Source: an optimization exercise on an open RTL-to-GDS flow (aim: small area, a short achievable clock period and few clock cycles). Production flows keep margins and buffers that such runs may drop. Function was checked by simulation only, so behaviour that the tests miss may differ from the original.

==> 08-27 <==
## mini_aes_core
module mini_aes_core (
    input  wire        clk,
    input  wire        rst,           
    input  wire        bus_we,
    input  wire [9:0]  bus_addr,
    input  wire [15:0] bus_wdata,
    output reg  [15:0] bus_rdata,
    input  wire [15:0] rng            
);
    localparam DEPTH = 32;
    localparam [3:0] ERR_NONE    = 4'd0;
    localparam [3:0] ERR_ALIGN   = 4'd2;
    localparam [3:0] ERR_ILLEGAL = 4'd3;
    localparam [3:0] OP_NOP    = 4'h0, OP_GFMUL  = 4'h1, OP_SUBNIB = 4'h2,
                     OP_ISUB   = 4'h3, OP_SHROWS = 4'h4, OP_MIXCOL = 4'h5,
                     OP_IMIX   = 4'h6, OP_ADDRK  = 4'h7, OP_KEYEXP = 4'h8,
                     OP_ENC    = 4'h9, OP_DEC    = 4'hA, OP_ECBENC = 4'hB,
                     OP_ECBDEC = 4'hC, OP_CBCENC = 4'hD, OP_CBCDEC = 4'hE;
    function [3:0] sbox;
        input [3:0] x;
        reg [15:0] m;
        integer j;
        begin
  ...
==> flow/config.mk <==
export PLATFORM = sky130hd
export DESIGN_NAME = mini_aes_core
export DESIGN_NICKNAME = mini_aes_core
export VERILOG_FILES = /design/flow/design.v
export SDC_FILE = /design/flow/constraint.sdc
export NUM_CORES = 4
export LEC_CHECK = 0
export ABC_AREA = 1
export CAP_MARGIN = 20
export CORE_MARGIN = 2
export CORE_UTILIZATION = 62
export SETUP_SLACK_MARGIN = 3.8
export SLEW_MARGIN = 20
export SYNTH_MEMORY_MAX_BITS = 4096
export TNS_END_PERCENT = 5
==> flow/constraint.sdc <==
create_clock -name core_clock -period 6.0 [get_ports {clk}]
set_input_delay 1.2000 -clock core_clock [delete_from_list [all_inputs] [get_ports {clk}]]
set_output_delay 1.2000 -clock core_clock [all_outputs]
set_load 0.01 [all_outputs]
run.sh (not shown) runs the stock make flow with config.mk's settings and CLKGATE_MAP_FILE= SYNTH_SCRIPT=/design/flow/synth_recipe.tcl, a recipe that flattens the netlist after the stock synthesis.
==> 09-19: changes against 08-27 <==
--- a/flow/design.v
+++ b/flow/design.v
@@ -96,10 +96,12 @@
     reg  [15:0] out_w [0:DEPTH-1];
     reg         st_dec;               
     reg         st_run;               
     reg  [5:0]  rd_q;                 
     reg  [4:0]  wo_q;                 
+    reg         ow_q;                 
+    reg  [15:0] res_q;                
     reg  [4:0]  lastw_q;              
     reg  [15:0] ks_q;                 
     reg  [15:0] a_q;                  
     reg         a_v;
     reg  [15:0] r1e_q, r1d_q;         
@@ -192,20 +194,19 @@
         for (k = 0; k < DEPTH; k = k + 1) begin
             in_rd  = in_rd  | (in_w[k]  & {16{(a_sel[k] && !busy_q) || (rd_sel[k] && busy_q)}});
             out_rd = out_rd | (out_w[k] & {16{a_sel[k]}});
         end
     end
-    wire        out_we  = (st_dec && f_ivw) || (v1 && !f_sgl);
+    wire        out_req = (st_dec && f_ivw) || (v1 && !f_sgl);
     wire [31:0] out_sel = 32'd1 << wo_q;
     wire [15:0] st2;
-    wire [15:0] out_val = st_dec ? chain_q : st2;
     genvar g;
     generate
         for (g = 0; g < DEPTH; g = g + 1) begin : g_buf
             always @(posedge clk) begin
                 if (host_wr && rg_in && a_sel[g]) in_w[g] <= bus_wdata;
-                if (out_we && out_sel[g]) out_w[g] <= out_val;
+                if (ow_q && out_sel[g]) out_w[g] <= res_q;
             end
         end
     endgenerate
     wire [15:0] x1 = (a_q & {16{f_am}}) ^ xk_q;
     assign sx1  = sub_nib(x1);
@@ -218,15 +219,16 @@
     wire        w_sub = (wop == OP_SUBNIB) || (wop == OP_ISUB);
     wire [15:0] c_in  = (w_sgl || w_sub) ? din_q : bus_wdata[8] ? rng : iv_q;
     wire fire1  = a_v && (st_run || (st_dec && f_goenc)) && !(f_cbce && v1);
     wire more   = (rd_q != n_rd);
     wire load_a = more && (!a_v || fire1 || (st_dec && f_cbcd));
-    wire last2  = v1 && (f_sgl || (wo_q == lastw_q));
+    wire last2  = f_sgl ? v1 : (ow_q && (wo_q == lastw_q));
     always @(posedge clk) begin
         r1e_q <= e1;
         r1d_q <= d1;
         p1_q  <= chain_q;
+        res_q <= st_dec ? chain_q : st2;
         ks_q <= {kx4, kx5};
         if (!busy_q || load_a) a_q <= in_rd;
     end
     reg [15:0] reg_val;
     always @(*) begin
@@ -269,10 +271,11 @@
             for (i = 0; i < 8; i = i + 1) w_q[i] <= 8'h00;
             st_dec  <= 1'b0;
             st_run  <= 1'b0;
             rd_q    <= 6'd1;
             wo_q    <= 5'd0;
+            ow_q    <= 1'b0;
             lastw_q <= 5'd0;
             a_v     <= 1'b0;
             v1      <= 1'b0;
             chain_q <= 16'h0000;
             xk_q    <= 16'h0000;
@@ -290,10 +293,11 @@
         end else if (!busy_q) begin
             a_v  <= 1'b1;
             v1   <= 1'b0;
             rd_q <= 6'd1;
             wo_q <= 5'd0;
+            ow_q <= 1'b0;
             if (host_wr) begin
                 case (bus_addr)
                     10'h000: begin
                         cmd_q   <= bus_wdata;
                         busy_q  <= 1'b1;
@@ -345,11 +349,12 @@
                 rd_q <= rd_q + 6'd1;
                 if (f_cbcd) chain_q <= a_q;
             end else if (fire1) begin
                 a_v  <= 1'b0;
             end
-            if (out_we) wo_q <= wo_q + 5'd1;
+            ow_q <= out_req;
+            if (ow_q) wo_q <= wo_q + 5'd1;
             v1 <= fire1;
             if (v1) begin
                 if (f_cbce) begin
                     chain_q <= st2;
                     xk_q    <= st2 ^ key_q;
CORE_UTILIZATION = 56   (was 62)
==> 06-15: changes against 08-27 <==
ABC_AREA = unset   (was 1)
CORE_UTILIZATION = 55   (was 62)
TNS_END_PERCENT = 10   (was 5)
==> impl_metrics.env <==
export IMPL_yosysTopAreaCellShare=0.499
export IMPL_synthMuxAreaShare=0
export IMPL_synth_simple_area_share=0.199
export IMPL_ys_types=54
export IMPL_synth_area_per_cell_um2=9.46
export IMPL_pre_cts_ws_ps=789
export IMPL_syn_area_um2=62600
export IMPL_die_h_um=338
export IMPL_post_cts_buffers=327
export IMPL_run_status="timing/DRC/antenna clean"
(the above is from 09-19)
==> impl_metrics.env <==
export IMPL_run_status="timing/DRC/antenna clean"
export IMPL_multi_input_area_share=0.341
export IMPL_wl_met1_um=90200
export IMPL_synth_simple_area_share=0.0988
export IMPL_ys_types=95
export IMPL_syn_area_um2=59600
export IMPL_die_h_um=333
export IMPL_pre_cts_ws_ps=936
export IMPL_clock_buffers=180
export IMPL_synthMuxAreaShare=0.0202
export IMPL_yosysTopAreaCellShare=0.524
(the above is from 06-15)
==> impl_metrics.env <==
export IMPL_yosysTopAreaCellShare=0.496
export IMPL_synthMuxAreaShare=0
export IMPL_ys_types=62
export IMPL_stop_stage="5_1_grt"
export IMPL_run_status="aborted with a tool error"
export IMPL_die_h_um=323
export IMPL_syn_area_um2=63000
export IMPL_synth_area_per_cell_um2=9.37
export IMPL_firstError="[ERROR GRT-0232] Routing congestion too high. Check the congestion heatmap in the GUI."
(the above is from 08-27)
Testbench counts of 08-27, summed over its fixed seeds: cycles 14,446.
Testbench counts of 09-19, summed over its fixed seeds: cycles 14,684.
Testbench counts of 06-15, summed over its fixed seeds: cycles 14,446.

[separate check: timing with driven ports]
No port has a modelled driver above. Below, the same layouts with a new extraction and two added sets of constraints.
Step 1: set_driving_cell puts a clkbuf_16 on clk and a buf_2 on each other input, an assumption about the parent block.
Step 2 moves the port delays by t, midway between the first and last clock arrival at a register: inputs arrive t later, outputs are due t later. That takes back most of the time a late clock gives input paths.
Three values: ideal, step 1, step 2; two values: the first two.
| run | t (ns) | slack for setup (ns) | latest minus earliest clock arrival (ns) |
|---|---|---|---|
| 09-19 | 0.853 | 2.931 / 2.940 / 2.088 | 0.067 / 0.067 |
| 06-15 | 0.850 | 2.816 / 2.759 / 1.909 | 0.046 / 0.046 |
After both steps every run listed still meets setup and hold. For 06-15, which loses most, drivers alone change the setup slack by -0.057 ns; drivers and shift together by -0.907 ns.
